This design comes from an exercise in tuning for small area on the open sky130 flow, not from production work. RTL that was checked went through simulation tests only; none was proved equivalent to the original. No activity file was given, so power comes from the tool's default toggle rates.

==> inputs of 04-03 <==
==> flow/design.v <==
module emtb_rx (
    input  wire        clk,
    input  wire        rst,             
    input  wire        in_valid,
    input  wire [7:0]  in_data,
    output reg         snap_valid,
    output reg         snap_upd,
    output reg  [31:0] current_motor,
    output reg  [31:0] current_in,
    output reg  [15:0] duty,
    output reg  [31:0] rpm,
    output reg  [15:0] v_in,
    output reg  [31:0] ah,
    output reg  [31:0] ah_charged,
    output reg  [31:0] tach_abs,
    output reg         err_upd,
    output wire [3:0]  err_code,
    output wire [1:0]  err_sub,
    output reg  [15:0] err_info,
    output reg  [15:0] cnt_overflow,
    output reg  [15:0] cnt_checksum,
    output reg  [15:0] cnt_incomplete,
    output reg  [15:0] cnt_unknown_id
);
    localparam [2:0] S_B0   = 3'd0;    
    localparam [2:0] S_B1   = 3'd1;    
    localparam [2:0] S_PAY  = 3'd2;    
    localparam [2:0] S_CL   = 3'd3;    
    localparam [2:0] S_T    = 3'd4;    
    localparam [2:0] S_DEAD = 3'd5;    
    reg  [2:0]   st;
    reg  [7:0]   pos;
    reg  [7:0]   pay_len;
    reg  [15:0]  crc;           
    reg          crc_match;     
    reg  [7:0]   pkt_id;
    reg  [223:0] sh;            
    reg  [2:0]   ec;            
    assign err_code = {1'b0, ec};
    assign err_sub  = {ec[1] & ec[0], 1'b0};
    wire        at_len   = (pos == pay_len);
    wire        st_pay   = (st == S_PAY);
    wire        crc_hi   = st_pay & at_len;
    wire        crc_lo   = (st == S_CL);
    wire        complete = in_valid & (st == S_T) & (in_data == 8'h03);
    wire        overflow = in_valid & (pos == 8'd253) & ~complete;
    wire [7:0]  x        = crc[15:8] ^ in_data;
    wire        x_zero   = (x == 8'h00);
    wire [7:0]  y        = x ^ {4'h0, x[7:4]};
    wire [15:0] y16      = {8'h00, y};
    wire [15:0] crc_tab  = (y16 << 12) ^ (y16 << 5) ^ y16;
    wire [15:0] crc_upd  = {crc[7:0], 8'h00} ^ crc_tab;
    wire [15:0] crc_shft = {crc[7:0], in_data};
    wire        win      = ((pos >= 8'd15) & (pos <= 8'd38)) |
                           ((pos >= 8'd51) & (pos <= 8'd54));
    wire        sh_ld    = in_valid & win;
    wire        sh_hd    = ~(in_valid & win) | rst;
    wire        crc_bad   = ~crc_match;
    wire        too_short = (pay_len <= 8'd55);
    wire        bad_id    = (pkt_id != 8'h04);
    wire        e_chk    = complete & crc_bad;
    wire        e_inc    = complete & ~crc_bad & too_short;
    wire        e_uid    = complete & ~crc_bad & ~too_short & bad_id;
    wire        good     = complete & ~crc_bad & ~too_short & ~bad_id;
    wire        err      = overflow | e_chk | e_inc | e_uid;
    always @(posedge clk) begin
        if (in_valid) begin
            if (st == S_B1)
                pay_len <= in_data;
            if (pos == 8'd0)
                pkt_id <= in_data;
            if (st == S_B1)
                crc <= 16'h0000;
            else if (crc_hi | crc_lo)
                crc <= crc_shft;
            else
                crc <= crc_upd;
            if (crc_hi)
                crc_match <= x_zero;
            else if (crc_lo)
                crc_match <= crc_match & x_zero;
        end
        sh <= ({224{sh_ld}} & {sh[215:0], in_data}) | ({224{sh_hd}} & sh);
    end
    wire         sn_ld = good & ~rst;
    wire         sn_hd = ~good & ~rst;
    wire [223:0] snap  = {current_motor, current_in, duty, rpm, v_in, ah, ah_charged, tach_abs};
    always @(posedge clk)
        {current_motor, current_in, duty, rpm, v_in, ah, ah_charged, tach_abs} <=
            ({224{sn_ld}} & sh) | ({224{sn_hd}} & snap);
    always @(posedge clk) begin
        if (rst) begin
            st             <= S_B0;
            pos            <= 8'd254;
            snap_valid     <= 1'b0;
            snap_upd       <= 1'b0;
            err_upd        <= 1'b0;
            ec             <= 3'd0;
            err_info       <= 16'd0;
            cnt_overflow   <= 16'd0;
            cnt_checksum   <= 16'd0;
            cnt_incomplete <= 16'd0;
            cnt_unknown_id <= 16'd0;
        end else begin
            snap_upd <= good;
            err_upd  <= err;
            if (in_valid) begin
                pos <= pos + 8'd1;
                case (st)
                    S_B0:    st <= (in_data == 8'h02) ? S_B1 : S_DEAD;
                    S_B1:    st <= S_PAY;
                    S_PAY:   if (at_len) st <= S_CL;
                    S_CL:    st <= S_T;
                    S_T:     st <= S_DEAD;
                    default: ;
                endcase
                if (complete | overflow) begin
                    st  <= S_B0;
                    pos <= 8'd254;
                end
            end
            if (overflow) begin
                ec       <= 3'd1;
                err_info <= 16'h0100;
                if (cnt_overflow != 16'hFFFF)
                    cnt_overflow <= cnt_overflow + 16'd1;
            end
            if (e_chk) begin
                ec       <= 3'd2;
                err_info <= crc;
                if (cnt_checksum != 16'hFFFF)
                    cnt_checksum <= cnt_checksum + 16'd1;
            end
            if (e_inc) begin
                ec       <= 3'd3;
                err_info <= {8'd0, pay_len};
                if (cnt_incomplete != 16'hFFFF)
                    cnt_incomplete <= cnt_incomplete + 16'd1;
            end
            if (e_uid) begin
                ec       <= 3'd4;
                err_info <= {8'd0, pkt_id};
                if (cnt_unknown_id != 16'hFFFF)
                    cnt_unknown_id <= cnt_unknown_id + 16'd1;
            end
            if (good) begin
                snap_valid    <= 1'b1;
            end
        end
    end
endmodule
==> flow/run.sh <==
#!/bin/bash
# synth_recipe.tcl (not shown) runs the flow's synth.tcl, then flattens the netlist and writes it again
# the make line also repeats each setting of config.mk as NAME=value (left out here)
make -C /OpenROAD-flow-scripts/flow DESIGN_CONFIG=/design/flow/config.mk WORK_HOME=/design/flow/orfs CLKGATE_MAP_FILE= SYNTH_SCRIPT=/design/flow/synth_recipe.tcl finish
==> flow/config.mk <==
export PLATFORM = sky130hd
export DESIGN_NAME = emtb_rx
export DESIGN_NICKNAME = emtb_rx
export VERILOG_FILES = /design/flow/design.v
export SDC_FILE = /design/flow/constraint.sdc
export NUM_CORES = 4
export LEC_CHECK = 0
export CAP_MARGIN = 20
export CORE_MARGIN = 2
export CORE_UTILIZATION = 65
export CTS_BUF_LIST = sky130_fd_sc_hd__clkbuf_4
export PLACE_DENSITY = 0.75
export SLEW_MARGIN = 20
==> flow/constraint.sdc <==
create_clock -name core_clock -period 10.0 [get_ports {clk}]
set_input_delay 2.0000 -clock core_clock [delete_from_list [all_inputs] [get_ports {clk}]]
set_output_delay 2.0000 -clock core_clock [all_outputs]
set_load 0.01 [all_outputs]
==> 02-05: changes against 04-03 <==
==> flow/design.v, changed modules only <==
module emtb_rx (
    input  wire        clk,
    input  wire        rst,             
    input  wire        in_valid,
    input  wire [7:0]  in_data,
    output reg         snap_valid,
    output reg         snap_upd,
    output reg  [31:0] current_motor,
    output reg  [31:0] current_in,
    output reg  [15:0] duty,
    output reg  [31:0] rpm,
    output reg  [15:0] v_in,
    output reg  [31:0] ah,
    output reg  [31:0] ah_charged,
    output reg  [31:0] tach_abs,
    output reg         err_upd,
    output wire [3:0]  err_code,
    output wire [1:0]  err_sub,
    output reg  [15:0] err_info,
    output reg  [15:0] cnt_overflow,
    output reg  [15:0] cnt_checksum,
    output reg  [15:0] cnt_incomplete,
    output reg  [15:0] cnt_unknown_id
);
    localparam [1:0] S_DEAD = 2'd0;    
    localparam [1:0] S_PAY  = 2'd1;    
    localparam [1:0] S_CL   = 2'd2;    
    localparam [1:0] S_T    = 2'd3;    
    reg  [1:0]   st;
    reg  [7:0]   pos;
    reg  [7:0]   pay_len;
    reg  [15:0]  crc;           
    reg          crc_match;     
    reg  [231:0] sh;            
    wire [7:0]   pkt_id = sh[231:224];
    reg  [2:0]   ec;            
    function [15:0] sat_inc;
        input [15:0] v;
        input        en;
        reg   [16:0] c;
        integer      i;
        begin
            c[0] = en & ~(&v);
            for (i = 0; i < 16; i = i + 1)
                c[i+1] = c[i] & v[i];
            sat_inc = v ^ c[15:0];
        end
    endfunction
    assign err_code = {1'b0, ec};
    assign err_sub  = {ec[1] & ec[0], 1'b0};
    wire        b0       = (pos == 8'd254);
    wire        b1       = (pos == 8'd255);
    wire        at_len   = (pos == pay_len);
    wire        st_pay   = (st == S_PAY);
    wire        crc_hi   = st_pay & at_len & ~b1;
    wire        crc_lo   = (st == S_CL);
    wire        complete = in_valid & (st == S_T) & (in_data == 8'h03);
    wire        overflow = in_valid & (pos == 8'd253) & ~complete;
    wire [7:0]  x        = crc[15:8] ^ in_data;
    wire        x_zero   = (x == 8'h00);
    wire [7:0]  y        = x ^ {4'h0, x[7:4]};
    wire [15:0] y16      = {8'h00, y};
    wire [15:0] crc_tab  = (y16 << 12) ^ (y16 << 5) ^ y16;
    wire [15:0] crc_upd  = {crc[7:0], 8'h00} ^ crc_tab;
    wire [15:0] crc_shft = {crc[7:0], in_data};
    wire        win      = (pos == 8'd0) | ((pos >= 8'd15) & (pos <= 8'd38)) |
                           ((pos >= 8'd51) & (pos <= 8'd54));
    wire        sh_ld    = in_valid & win;
    wire        sh_hd    = ~(in_valid & win) | rst;
    wire        crc_bad   = ~crc_match;
    wire        too_short = (pay_len <= 8'd55);
    wire        bad_id    = (pkt_id != 8'h04);
    wire        e_chk    = complete & crc_bad;
    wire        e_inc    = complete & ~crc_bad & too_short;
    wire        e_uid    = complete & ~crc_bad & ~too_short & bad_id;
    wire        good     = complete & ~crc_bad & ~too_short & ~bad_id;
    wire        err      = overflow | e_chk | e_inc | e_uid;
    always @(posedge clk) begin
        if (in_valid) begin
            if (b1)
                pay_len <= in_data;
            if (b1)
                crc <= 16'h0000;
            else if (crc_hi | crc_lo)
                crc <= crc_shft;
            else
                crc <= crc_upd;
            if (crc_hi)
                crc_match <= x_zero;
            else if (crc_lo)
                crc_match <= crc_match & x_zero;
        end
        sh <= ({232{sh_ld}} & {sh[223:0], in_data}) | ({232{sh_hd}} & sh);
    end
    wire         sn_ld = good & ~rst;
    wire         sn_hd = ~good & ~rst;
    wire [223:0] snap  = {current_motor, current_in, duty, rpm, v_in, ah, ah_charged, tach_abs};
    always @(posedge clk)
        {current_motor, current_in, duty, rpm, v_in, ah, ah_charged, tach_abs} <=
            ({224{sn_ld}} & sh[223:0]) | ({224{sn_hd}} & snap);
    wire [8:0] pos_c;
    assign pos_c[0] = in_valid;
    genvar gi;
    generate
        for (gi = 0; gi < 8; gi = gi + 1) begin : g_pos
            assign pos_c[gi+1] = pos_c[gi] & pos[gi];
        end
    endgenerate
    always @(posedge clk)
        pos <= (rst | complete | overflow) ? 8'd254 : (pos ^ pos_c[7:0]);
    always @(posedge clk) begin
        cnt_overflow   <= rst ? 16'd0 : sat_inc(cnt_overflow,   overflow);
        cnt_checksum   <= rst ? 16'd0 : sat_inc(cnt_checksum,   e_chk);
        cnt_incomplete <= rst ? 16'd0 : sat_inc(cnt_incomplete, e_inc);
        cnt_unknown_id <= rst ? 16'd0 : sat_inc(cnt_unknown_id, e_uid);
    end
    always @(posedge clk) begin
        if (rst) begin
            st             <= S_DEAD;
            snap_valid     <= 1'b0;
            snap_upd       <= 1'b0;
            err_upd        <= 1'b0;
            ec             <= 3'd0;
            err_info       <= 16'd0;
        end else begin
            snap_upd <= good;
            err_upd  <= err;
            if (in_valid) begin
                if (b0)
                    st <= (in_data == 8'h02) ? S_PAY : S_DEAD;
                else if (crc_hi)
                    st <= S_CL;
                else if (st == S_CL)
                    st <= S_T;
                else if (st == S_T)
                    st <= S_DEAD;
                if (overflow)
                    st <= S_DEAD;
            end
            if (overflow) begin
                ec       <= 3'd1;
                err_info <= 16'h0100;
            end
            if (e_chk) begin
                ec       <= 3'd2;
                err_info <= crc;
            end
            if (e_inc) begin
                ec       <= 3'd3;
                err_info <= {8'd0, pay_len};
            end
            if (e_uid) begin
                ec       <= 3'd4;
                err_info <= {8'd0, pkt_id};
            end
            if (good) begin
                snap_valid    <= 1'b1;
            end
        end
    end
endmodule
==> flow/flow/run.sh (new file) <==
#!/bin/bash
# The standard layout (standard.sh) with two changes: the port buffers are
# the smallest buffer (buf_1), and clock tree synthesis uses clkbuf_8 leaf
# clusters of at most 16 sinks and inserts no dummy loads.
set -euo pipefail
export BUFFER_PORTS_ARGS="-buffer_cell sky130_fd_sc_hd__buf_1"
export CTS_ARGS="-sink_clustering_enable -repair_clock_nets -dont_use_dummy_load -buf_list sky130_fd_sc_hd__clkbuf_8 -sink_clustering_size 16 -sink_clustering_max_diameter 50"
bash standard.sh > standard_make.log 2>&1
==> flow/standard.sh (new file) <==
#!/bin/bash
# synth_recipe.tcl (not shown) runs the flow's synth.tcl, then flattens the netlist and writes it again
# the make line also repeats each setting of config.mk as NAME=value (left out here)
make -C /OpenROAD-flow-scripts/flow DESIGN_CONFIG=/design/flow/config.mk WORK_HOME=/design/flow/orfs CLKGATE_MAP_FILE= SYNTH_SCRIPT=/design/flow/synth_recipe.tcl "${@:-finish}"
--- a/flow/config.mk
+++ b/flow/config.mk
@@ -10,3 +10,2 @@
 export CORE_UTILIZATION = 65
-export CTS_BUF_LIST = sky130_fd_sc_hd__clkbuf_4
 export PLACE_DENSITY = 0.75
removed: flow/run.sh
==> notes.md <==
Power attributed to sequential cells: 02-05 0.00242 W; 04-03 0.00243 W
Pin slew with the least headroom to its limit: 02-05 1.32 ns; 04-03 1.14 ns
Flip-flop count of the largest register, all copies and words added: 02-05 232; 04-03 224
Status: 02-05 no timing/DRC/antenna violations; 04-03 no timing/DRC/antenna violations
Data arrival time of the worst path: 02-05 6.55 ns; 04-03 5.88 ns
Relative area of non-clock buffer cells in the final design: 02-05 6.31%; 04-03 13.3%
Clk tree area frac: 02-05 2.94%; 04-03 7.07%
Post-synth EDFFs: 02-05 25; 04-03 33
Clock transition at path regs: 02-05 0.08 ns; 04-03 0.06 ns
Final Hold Slack: 02-05 0.462 ns; 04-03 0.467 ns
Xor and xnor fraction of the mapped netlist area: 02-05 1.38%; 04-03 1.93%
Worst reg2reg path endpoint: 02-05 cnt_incomplete[14]; 04-03 sh[198]
Initial Utilization: 02-05 66.2%; 04-03 65.7%
Function not checked in 04-03: the RTL went through the layout flow alone.

port drivers added, routing unchanged:
No port has a modelled driver above. Below, the same layouts with a new extraction and two added sets of constraints.
Step 1 sets driving cells, clkbuf_16 on the clock port and buf_2 on the other inputs (assumed; they add their load-dependent delay and slew).
Step 2 adds t to the input delays and takes it off the output delays; t is the mean of the earliest and latest rising clock arrival at the registers after step 1. Input paths then give back, and output paths get back, about the clock's delay inside the block.
a / b / c = no drivers / after step 1 / after step 2; a / b = the first two.
run | shift t [ns] | slack for setup (ns) | clock arrival spread, ns
04-03 | 0.815 | 4.736 / 4.759 / 3.944 | 0.092 / 0.092
02-05 | 0.617 | 3.870 / 3.886 / 3.270 | 0.049 / 0.049
After both steps setup and hold are still met in every run listed. The setup slack of 04-03, which loses most, moves by +0.023 ns with the drivers and by -0.792 ns with both steps.
